What follows belongs to an exercise in optimizing a design on an open flow for a short achievable clock period; a production flow would make more cautious choices.
The RTL was checked by simulation tests, not by an equivalence proof against the original design.
No activity file was given, so power comes from the tool's default toggle rates.

== delta ==
Design fdc_bridge_core, start of the top module:
module fdc_bridge_core (
    input  wire         clk,
    input  wire         rst,
    input  wire [3:0]   op,
    input  wire [1:0]   op_idx,         
    input  wire [15:0]  op_wdata,       
    input  wire         op_drive,       
    input  wire         op_level,       
    input  wire [2:0]   op_bit,         
    input  wire [127:0] key_matrix,     
    input  wire [7:0]   ctl_data_in,    
    input  wire [7:0]   ctl_reg_in,     
    output wire [15:0]  bus_rdata,
    output wire         irq,
    output wire         dmar,
    output wire         ctl_data_wr,
    output wire         ctl_data_rd,
    output wire [7:0]   ctl_data_out,
    output wire         ctl_reg_wr,
    output wire         ctl_reg_rd,
    output wire [1:0]   ctl_reg_addr,
    output wire [7:0]   ctl_reg_out,
    output wire         ctl_soft_reset,
    output wire         ctl_set_floppy,
    output wire [1:0]   ctl_floppy,
    output wire         drv_side,
    output wire [1:0]   drv_motor,
    output wire [6:0]   key_pos,
  ...
For scale: about 230 I/O pins, about 34000 um^2 of cells after synthesis.
export LEC_CHECK = 0
export CAP_MARGIN = 20
export CORE_MARGIN = 2
export CORE_UTILIZATION = 40
export PLACE_DENSITY = 0.6
export SLEW_MARGIN = 20
export SYNTH_HIERARCHICAL = 1
create_clock -name core_clock -period 12.5 [get_ports {clk}]
standard.sh (not shown) runs the stock make flow with config.mk's settings and CLKGATE_MAP_FILE= SYNTH_SCRIPT=/design/flow/synth_recipe.tcl, a recipe that flattens the netlist after the stock synthesis.
==> flow/flow/run.sh <==
#!/bin/bash
set -euo pipefail
bash standard.sh finish SETUP_SLACK_MARGIN=7.5 \
  "BUFFER_PORTS_ARGS=-buffer_cell sky130_fd_sc_hd__buf_4" > standard_flow.log 2>&1
delta finished end to end and its layout was clean on timing, DRC and antenna.
What maple does differently from delta at the input level:
==> flow/flow/run.sh <==
#!/bin/bash
set -euo pipefail
GROUP="bus_rdata[15] bus_rdata[14] bus_rdata[13] bus_rdata[12] bus_rdata[11] bus_rdata[10] bus_rdata[9] bus_rdata[8]"
GROUP="$GROUP op_idx[1] op_idx[0] bus_rdata[7] bus_rdata[6] bus_rdata[5] bus_rdata[4] bus_rdata[3] bus_rdata[2]"
GROUP="$GROUP bus_rdata[1] bus_rdata[0] rst op[3] op[2] op[1] op[0] op_level"
GROUP="$GROUP ctl_data_wr ctl_data_rd ctl_reg_wr ctl_reg_rd ctl_soft_reset ctl_set_floppy ctl_floppy[1] ctl_floppy[0]"
GROUP="$GROUP rep_an[3] rep_an[2] rep_an[1] rep_an[0] rep_dg1 op_wdata[0] ctl_reg_out[0] op_wdata[1]"
GROUP="$GROUP ctl_reg_out[1] op_wdata[2] ctl_reg_out[2] op_wdata[3] ctl_reg_out[3] op_wdata[4] ctl_reg_out[4] op_wdata[5]"
GROUP="$GROUP ctl_reg_out[5] op_wdata[6] ctl_reg_out[6] op_wdata[7] ctl_reg_out[7] op_wdata[8] ctl_data_out[0] ctl_reg_addr[0]"
GROUP="$GROUP op_wdata[9] ctl_data_out[1] ctl_reg_addr[1] op_wdata[10] ctl_data_out[2] op_wdata[11] ctl_data_out[3] op_wdata[12]"
GROUP="$GROUP ctl_data_out[4] op_wdata[13] ctl_data_out[5] op_wdata[14] ctl_data_out[6] op_wdata[15] ctl_data_out[7]"
bash standard.sh finish SETUP_SLACK_MARGIN=7 \
  "BUFFER_PORTS_ARGS=-buffer_cell sky130_fd_sc_hd__buf_4" \
  "PLACE_PINS_ARGS=-group_pins {$GROUP}" > standard_flow.log 2>&1
[summary]
Lower pin count of the biggest net entering global routing goes to delta over maple.
maple has completed all stages; timing, DRC and antenna checks passed.
Changes observed in maple relative to delta: fmax lost about 0.7%, wire length of the first global-routing pass saw an increase.
maple against delta: final worst-path cycle share climbed 0.31 points, non-clock buffering overhead in the final layout dropped 1.1 points, flip-flop and latch count barely changed, number of ordinary and repair buffers in the finished layout dropped about 6%.
When maple is measured against delta, its first-iteration DRC count turns out 237 higher.
Between maple and delta, it is maple whose proportion of power drawn by combinational gates is lower, by 1.1 points.
What tundra does differently from maple at the input level:
- a change of CORE_UTILIZATION from 40 to 52
==> flow/flow/run.sh <==
#!/bin/bash
set -euo pipefail
GROUP="rst op[0] op[1] op[2] op[3] op_idx[0] op_idx[1] op_level"
GROUP="$GROUP op_wdata[0] op_wdata[3] op_wdata[10] op_wdata[11] op_wdata[12] op_wdata[13] op_wdata[14]"
GROUP="$GROUP ctl_data_wr ctl_data_rd ctl_reg_wr ctl_reg_rd ctl_soft_reset ctl_set_floppy"
GROUP="$GROUP ctl_floppy[0] ctl_floppy[1] rep_an[0] rep_an[1] rep_an[2] rep_an[3] rep_dg1"
bash standard.sh finish SETUP_SLACK_MARGIN=7.5 \
  "BUFFER_PORTS_ARGS=-buffer_cell sky130_fd_sc_hd__buf_4" \
  "PLACE_PINS_ARGS=-group_pins {$GROUP}" > standard_flow.log 2>&1
[summary]
Diff maple -> tundra: cell area now sits higher; routed wire length dropped about 4.4%.
When the final numbers for tundra and maple were put side by side, the total leakage power turned out to be greater in tundra.

## port drivers added, routing unchanged
No port has a modelled driver above. Below, the same layouts with a new extraction and two added sets of constraints.
Step 1 (the two cells are an assumption about what drives the block):
set clk [get_ports {clk}]
set_driving_cell -lib_cell sky130_fd_sc_hd__clkbuf_16 $clk
set_driving_cell -lib_cell sky130_fd_sc_hd__buf_2 [delete_from_list [all_inputs] $clk]
Step 2 also shifts input and output timing later by t, the mid clock arrival at the registers, as if the neighbouring blocks saw the same clock.
a / b / c = ideal ports / drivers / drivers and shift; a / b = the first two.
run | shift t [ns] | setup WS [ns] | worst data-port slew with drivers (ns)
delta | 0.683 | 6.707 / 6.620 / 6.620 | 0.29
maple | 0.686 | 6.668 / 6.593 / 6.390 | 0.32
tundra | 0.653 | 6.644 / 6.490 / 6.490 | 0.34
After both steps setup and hold are still met in every run listed. The setup slack of maple, which loses most, moves by -0.075 ns with the drivers and by -0.278 ns with both steps.
